Context: an optimization exercise on an open-source flow, tuned for small area and a short achievable clock period. The choices shown serve that exercise and are no tape-out recipe. For this run, only the layout was checked, not whether the RTL still works. Power and IR drop assume default switching activity.

===== design/flow/config.mk =====
export PLATFORM = sky130hd
export DESIGN_NAME = rtp_rx_check
export DESIGN_NICKNAME = rtp_rx_check
export VERILOG_FILES = /design/flow/design.v
export SDC_FILE = /design/flow/constraint.sdc
export NUM_CORES = 4
export LEC_CHECK = 0
export CAP_MARGIN = 20
export CORE_MARGIN = 2
export CORE_UTILIZATION = 45
export CTS_BUF_LIST = sky130_fd_sc_hd__clkbuf_8
export CTS_CLUSTER_SIZE = 30
export PLACE_DENSITY = 0.6
export SETUP_SLACK_MARGIN = 3.0
export SLEW_MARGIN = 20

===== design/flow/constraint.sdc =====
create_clock -name core_clock -period 7.0 [get_ports {clk}]
set_input_delay 1.4000 -clock core_clock [delete_from_list [all_inputs] [get_ports {clk}]]
set_output_delay 1.4000 -clock core_clock [all_outputs]
set_load 0.01 [all_outputs]

===== design/flow/design.v =====
module rtp_rx_check (
    input  wire        clk,
    input  wire        rst,
    input  wire        in_valid,
    input  wire [63:0] in_data,
    input  wire        in_last,
    input  wire [2:0]  in_nbytes,
    output wire        out_valid,
    output wire        out_hdr,
    output wire        out_ok,
    output wire [31:0] out_type,
    output wire [31:0] out_seq,
    output wire [31:0] out_len,
    output wire [31:0] out_csum,
    output wire [15:0] out_sum,
    output wire [10:0] out_plen,
    output wire [11:0] out_flen
);
    reg         first;
    reg         ph_b1;
    reg         ph_pl;
    reg         ph_past;
    reg         fin;         
    reg  [11:0] flen;        
    reg  [10:0] room;        
    reg         lim;         
    reg  [15:0] acc_s;       
    reg  [15:0] acc_c;
    reg  [31:0] f_type;
    reg  [31:0] f_seq;
    reg  [31:0] f_len;
    reg  [31:0] f_csum;
    wire        full     = ~in_last | (in_nbytes == 3'd0);
    wire [3:0]  nb       = full ? 4'd8 : {1'b0, in_nbytes};
    wire        room_all = |room[10:3];
    reg  [7:0]  kb, lb, keep;
    integer     j;
    always @* begin
        for (j = 0; j < 8; j = j + 1) begin
            kb[j]   = in_valid & (first | (ph_b1 & (j < 4)) | (ph_pl & (room_all | (room[2:0] > j))));
            lb[j]   = ~in_last | (in_nbytes == 3'd0) | (in_nbytes > j);
            keep[j] = kb[j] & lb[j];
        end
    end
    function [31:0] csa;
        input [15:0] a, b, c;
        reg   [15:0] h, m;
        begin
            h   = a ^ b;
            m   = (a & b) | (c & h);
            csa = {m[14:0], m[15], h ^ c};
        end
    endfunction
    function [31:0] csa_k3;    
        input [15:0] a, b, c;
        input [1:0]  ka, kb2, kc;   
        reg   [15:0] x, s, m;
        integer      i;
        begin
            for (i = 0; i < 16; i = i + 1) begin
                x[i] = ka[i / 8] ? (kb2[i / 8] ? a[i] ^ b[i] : a[i]) : (kb2[i / 8] ? b[i] : 1'b0);
                s[i] = kc[i / 8] ? x[i] ^ c[i] : x[i];
                m[i] = (ka[i / 8] & kb2[i / 8] & a[i] & b[i]) | (kc[i / 8] & c[i] & x[i]);
            end
            csa_k3 = {m[14:0], m[15], s};
        end
    endfunction
    function [31:0] csa_k1;    
        input [15:0] a, b, c;
        input [1:0]  ka;            
        reg   [15:0] x, s, m;
        integer      i;
        begin
            for (i = 0; i < 16; i = i + 1) begin
                x[i] = b[i] ^ c[i];
                s[i] = ka[i / 8] ? x[i] ^ a[i] : x[i];
                m[i] = (b[i] & c[i]) | (ka[i / 8] & a[i] & x[i]);
            end
            csa_k1 = {m[14:0], m[15], s};
        end
    endfunction
    wire [15:0] s_in = first ? 16'd0 : acc_s;
    wire [15:0] c_in = first ? 16'd0 : acc_c;
    wire [31:0] l1a  = csa_k3(in_data[63:48], in_data[47:32], in_data[31:16],
                              {keep[0], keep[1]}, {keep[2], keep[3]}, {keep[4], keep[5]});
    wire [31:0] l1b  = csa_k1(in_data[15:0], s_in, c_in, {keep[6], keep[7]});
    wire [31:0] l2   = csa(l1a[15:0], l1a[31:16], l1b[15:0]);
    wire [31:0] l3   = csa(l2[15:0], l2[31:16], l1b[31:16]);
    wire [10:0] len_sat  = (|in_data[63:43]) ? 11'h7FF : in_data[42:32];
    wire [10:0] room_dec = room_all ? room - 11'd8 : 11'd0;
    wire        pl_end   = (flen[10:3] == 8'hFF);     
    wire [11:0] base     = first ? 12'd0 : flen;
    wire [8:0]  base_inc = base[11:3] + 9'd1;
    always @(posedge clk) begin
        if (rst) begin
            first   <= 1'b1;
            ph_b1   <= 1'b0;
            ph_pl   <= 1'b0;
            ph_past <= 1'b0;
            fin     <= 1'b0;
        end else begin
            fin <= in_valid & in_last;
            if (in_valid) begin
                first   <= in_last;
                ph_b1   <= ~in_last & first;
                ph_pl   <= ~in_last & (ph_b1 | (ph_pl & ~pl_end));
                ph_past <= ~in_last & (ph_past | (ph_pl & pl_end));
            end
        end
        acc_s <= l3[15:0];
        acc_c <= l3[31:16];
        if (in_valid) begin
            if (!ph_past)
                flen <= full ? {base_inc, 3'b000} : {base[11:3], in_nbytes};
            if (first) begin
                f_type <= in_data[63:32];
                f_seq  <= in_data[31:0];
            end
            if (ph_b1) begin
                f_len  <= in_data[63:32];
                f_csum <= in_data[31:0];
                room   <= len_sat;
            end
            if (ph_pl)
                room   <= room_dec;
            lim <= ~ph_b1 && (room[10:4] == 7'd0) && (room[3:0] <= (ph_past ? 4'd0 : nb));
        end
    end
    wire [15:0] g0 = acc_s & acc_c;
    wire [15:0] p0 = acc_s ^ acc_c;
    reg  [15:0] gp, pp, gn, pn;
    integer     k, d;
    always @* begin
        gp = g0;
        pp = p0;
        for (d = 1; d < 16; d = d * 2) begin
            for (k = 0; k < 16; k = k + 1) begin
                gn[k] = gp[k] | (pp[k] & gp[(k + 16 - d) % 16]);
                pn[k] = pp[k] & pp[(k + 16 - d) % 16];
            end
            gp = gn;
            pp = pn;
        end
    end
    wire [15:0] sum = ~(p0 ^ {gp[14:0], gp[15]});
    wire [31:0] vu     = csa(acc_s, acc_c, f_csum[15:0]);
    wire        z_mod  = &(vu[15:0] ^ vu[31:16]);
    wire        z_sc   = ~|{acc_s, acc_c};
    wire        cs_lo1 = &f_csum[15:0];
    wire        hdr   = |flen[11:4];
    wire [11:0] avail = flen - 12'd16;
    assign out_valid = fin;
    assign out_hdr   = hdr;
    assign out_ok    = hdr & ~|f_csum[31:16] & z_mod & (z_sc | ~cs_lo1);
    assign out_type  = f_type;
    assign out_seq   = f_seq;
    assign out_len   = f_len;
    assign out_csum  = f_csum;
    assign out_sum   = sum;
    assign out_plen  = lim ? f_len[10:0] : avail[10:0];
    assign out_flen  = flen;
endmodule

===== design/flow/flow/run.sh =====
#!/bin/bash
bash standard.sh finish BUFFER_PORTS_ARGS="-buffer_cell sky130_fd_sc_hd__buf_1" > standard.log 2>&1

===== design/flow/standard.sh =====
#!/bin/bash
# synth_recipe.tcl (not shown) runs the flow's synth.tcl, then flattens the netlist and writes it again
# the make line also repeats each setting of config.mk as NAME=value (left out here)
make -C /OpenROAD-flow-scripts/flow DESIGN_CONFIG=/design/flow/config.mk WORK_HOME=/design/flow/orfs CLKGATE_MAP_FILE= SYNTH_SCRIPT=/design/flow/synth_recipe.tcl "${@:-finish}"

==> summary.txt <==
Yosys
  – Syn Inst Count: 921
  – YS warnings: 1
  – Asr flop ratio synth: 0%
  – Syn Nets: 1080
  – Avg Inst Size Synth: 11.6 um^2
  – Post-synth EDFFs: 152
  – Synth Flop Type: edfxtp_1
  – Post-synthesis register bit count: 189
  – Register area share after synthesis: 49.6%
  – Netlist Area Pre-Place: 0.0107 mm^2
  – Synth cell types: 60

Place
  – Post-DP HPWL: 22.2 mm
  – IO Port Bufs: 240
  – Final GP Congestion: 0.961
  – Post-DP Area: 0.0118 mm^2
  – Placed insts: 1445

Final layout
  – Final net count: 1313
  – Layout area overhead: 16.1%
  – Non-Filler Instances: 1486
  – Most frequent cells in the layout: buf_1 (238), edfxtp_1 (152), inv_1 (90), nand2_1 (84), nor2_1 (74)
  – Share of layout cells above drive strength 1: 9.08%
  – Diode count: 0
  – Fin area: 0.0124 mm^2
  – Most common cell after layout, fill and taps aside: buf_1

Power
  – Clock share of power: 21.5%
  – Combinational share of power: 36.0%
  – Switching power of the nets: 1270 uW
  – Max VDD drop: 130 uV
  – Sequential share of power: 42.5%
  – Switch share: 37.9%
  – Int Pwr: 2080 uW
  – Pleak: 0.00458 uW
  – PD cells: 269 mW/mm^2

STA
  – Fmax: 0.257 GHz
  – Final setup TNS: 0 ps
  – RSZ-0062 raised after global routing: yes
  – Clk_skew: 19.0 ps
  – Headroom to the max-slew limit: 28.7%
  – Worst Tran Pin Value: 1070 ps
  – Fin crit share: 55.5%
  – Final Hold Vio Count: 0
  – # setup viols final: 0
  – Slew Viols, Final: 0
  – Post-layout min period: 3890 ps

Route
  – DRT Pass-1 Iters: 5
  – Post-route ant nets: 0
  – Post-Route WL: 28.8 mm
  – DRT iter0 DRCs: 640
  – DR WL/cell: 19.4 um
  – DRC Markers: 0
  – Via density: 5.38
  – Via count: 8000

Worst setup path
  – CP Depth: 7
  – Crit path max fanout: 8
  – Crit Path Class: register to output pin
  – Critical Path Most Common Cell: a21oi_1
  – Path depth of the worst reg2reg path: 8
  – Critical Path RT: 5600 ps
  – Crit start category: register
  – CP endpoint kind: output pin
  – Largest stage delay, worst path: 470 ps
  – R2R Setup Slk: 3430 ps
  – Arrival time at the worst endpoint: 2490 ps
  – Worst-path cell chain: ha_2 -> a21oi_1 -> o21ai_0 -> a21oi_1 -> o31ai_1 -> xnor2_1 -> buf_1
  – CP Buf/Inv Count: 1
  – Slowest cell on the critical path: ha_2
  – CP delay by family, top: compound AO/OA/AOI/OAI gates

Global route
  – Pin count of the biggest net entering global routing: 65
  – Vias in the first global route: 7752
  – GR peak layer: met2
  – Overflow after GRT: 0
  – Initial antenna violation count: 0
  – First-pass GRT wire length: 43.3 mm
  – Global Route met3 Usage: 5.42%
  – Tot GR Track Use: 23.3%
  – Met2 Use GR: 35.9%
  – Global-route met1 utilization: 32.8%

Clock network
  – TritonCTS buffer count: 17
  – Number of H-tree levels: 4
  – Clk root buf: clkbuf_8
  – Clk buf depth: 2
  – Hold Buf Count CTS: 0
  – CTS clk-pin slew, worst paths: 90 ps
  – CTS tree: yes
  – Clk sinks: 189
  – Worst skew pair latency: 480 ps

Floorplanning
  – Die ar.: 0.0250 mm^2
  – Die span in y: 158 um
  – Die width: 158 um
  – CORE AREA: 0.0234 mm^2
  – Row cnt: 56
  – Initial Util: 45.7%
  – Io pins: 241

Hold path
  – Hold Path Stages: 1
  – HP Class: register to register

Flow run
  – Max-cap violations: 0

Run status
  – Outcome: no timing/DRC/antenna violations
==> cell families (layout without fill, tap and decap cells) <==
family,count (synthesis),after routing,share of synthesized area (%)
buffers and inverters,126,372,4.62
AND/OR/NAND/NOR,277,277,12.6
multiplexers,7,7,0.726
XOR/XNOR,83,83,8.86
adder cells (fa/ha/maj),97,97,14.5
flip-flops,189,189,49.6
AO/OA/AOI/OAI,142,142,9.01
==> power by group through the flow <==
stage	combinational (uW)	sequential, uW	clock [uW]
2_1_floorplan	793	1420	0
3_3_place_gp	1130	1440	0
3_5_place_dp	1140	1440	0
4_1_cts	1150	1410	739
5_1_grt	1340	1430	776
6_report	1200	1420	719
==> cells in the mapped netlist, drive strengths merged (2+ instances only) <==
cell type	instances	area, um^2
edfxtp	152	4560
inv	89	334
nand2	84	315
nor2	75	284
fa	48	961
a21oi	44	239
ha	40	500
dfxtp	37	741
xnor2	34	298
xor2	34	298
nand4	31	194
o21ai	30	150
clkbuf	23	87.6
nor4	19	125
a31o	18	158
o31ai	17	141
and2	15	101
nand3	15	75.1
buf	14	72.6
nor3	13	65.1
xor3	11	262
maj3	9	90.1
o21a	7	52.6
and3	6	37.5
mux2	6	67.6
o22ai	6	37.5
a22o	5	43.8
nand2b	5	31.3
nor2b	5	31.3
a22oi	4	30.0
xnor3	4	90.1
a32oi	2	17.5
nand3b	2	15.0
o211a	2	27.5
o31a	2	17.5
or4	2	18.8
==> flip-flops by register name, indices dropped and copies added, names as in the netlist, 11 cells and up <==
| signal | count |
|---|---|
| room | 11 |
| acc_s | 16 |
| f_seq | 32 |
| f_len | 32 |
| f_csum | 32 |
| acc_c | 16 |
| flen | 12 |
| f_type | 32 |
==> metal layers <==
| layer | vias up | wire (um) |
|---|---|---|
| met2 | 365 | 12800 |
| li1 | 3717 | - |
| met4 | 0 | 661 |
| met3 | 45 | 2240 |
| met1 | 3873 | 13100 |
| met5 | - | 0 |
==> worst reg2reg max path, cell delays in order (launching register included) <==
cell and delay [ps]:
dfxtp_1 950, nor2_1 120, a31oi_1 360, o211a_4 340, and2_4 180, xor3_1 440
fa_1 550, inv_1 60, fa_1 520
==> layout make-up <==
cell class                 count  area, um^2
sequential                   189        5310
tap                          319         399
timing repair buffer         251         986
multi-input combinational    606        4990
inverter                      89         334
clock buffer                  17         234
clock inverter                15         155
fill                        2091       11000
==> through the flow <==
| step | util (%) | hold WS (ps) | setup WS [ps] | total power (uW) |
|---|---|---|---|---|
| 2_1_floorplan | - | 477 | 3110 | 2210 |
| 3_3_place_gp | 50.6 | 510 | 2400 | 2570 |
| 3_5_place_dp | 50.6 | 517 | 2300 | 2580 |
| 4_1_cts | 52.3 | 540 | 3020 | 3300 |
| 5_1_grt | 53.0 | 563 | 2970 | 3550 |
| 6_report | 53.0 | 545 | 3110 | 3340 |
==> final timing paths <==
path	start	endpoint
setup / recovery	acc_c[2]$_DFF_P_	out_sum[13]
hold / removal	ph_past$_SDFFE_PP0P_	ph_past$_SDFFE_PP0P_
setup reg to reg	ph_pl$_SDFFE_PP0P_	acc_s[11]$_DFF_P_
hold reg to reg	ph_past$_SDFFE_PP0P_	ph_past$_SDFFE_PP0P_
==> what timing repair did <==
| action | 4_1_cts | 5_1_grt |
|---|---|---|
| gates resized for setup | 3 | 35 |
| setup buffers | 0 | 9 |
| endpoints found under the setup margin | 12 | 20 |
| pin swaps | 0 | 1 |

## separate check: timing with driven ports
The results above use ideal ports. As a check the final layout listed here was re-extracted and re-timed, cells and wires unchanged. Step 1 (the two cells are an assumption about what drives the block):
set clk [get_ports {clk}]
set_driving_cell -lib_cell sky130_fd_sc_hd__clkbuf_16 $clk
set_driving_cell -lib_cell sky130_fd_sc_hd__buf_2 [delete_from_list [all_inputs] $clk]
Step 2, shift: input delay + t, output delay - t, t = (earliest + latest rising clock arrival at the registers) / 2. This alone moves slack from input paths to output paths. Three values: no drivers, after step 1, after step 2; two values: the first two.
t (ns): 0.516
setup slack, ns: 3.113 / 3.072 / 2.645
hold slack, ns: 0.545 / 0.545 / 0.545
clock arrival spread, ns: 0.020 / 0.020
worst data-port slew with drivers (ns): 0.06
After both steps setup and hold are still met in this run. For this run, drivers alone change the setup slack by -0.041 ns; drivers and shift together by -0.468 ns.
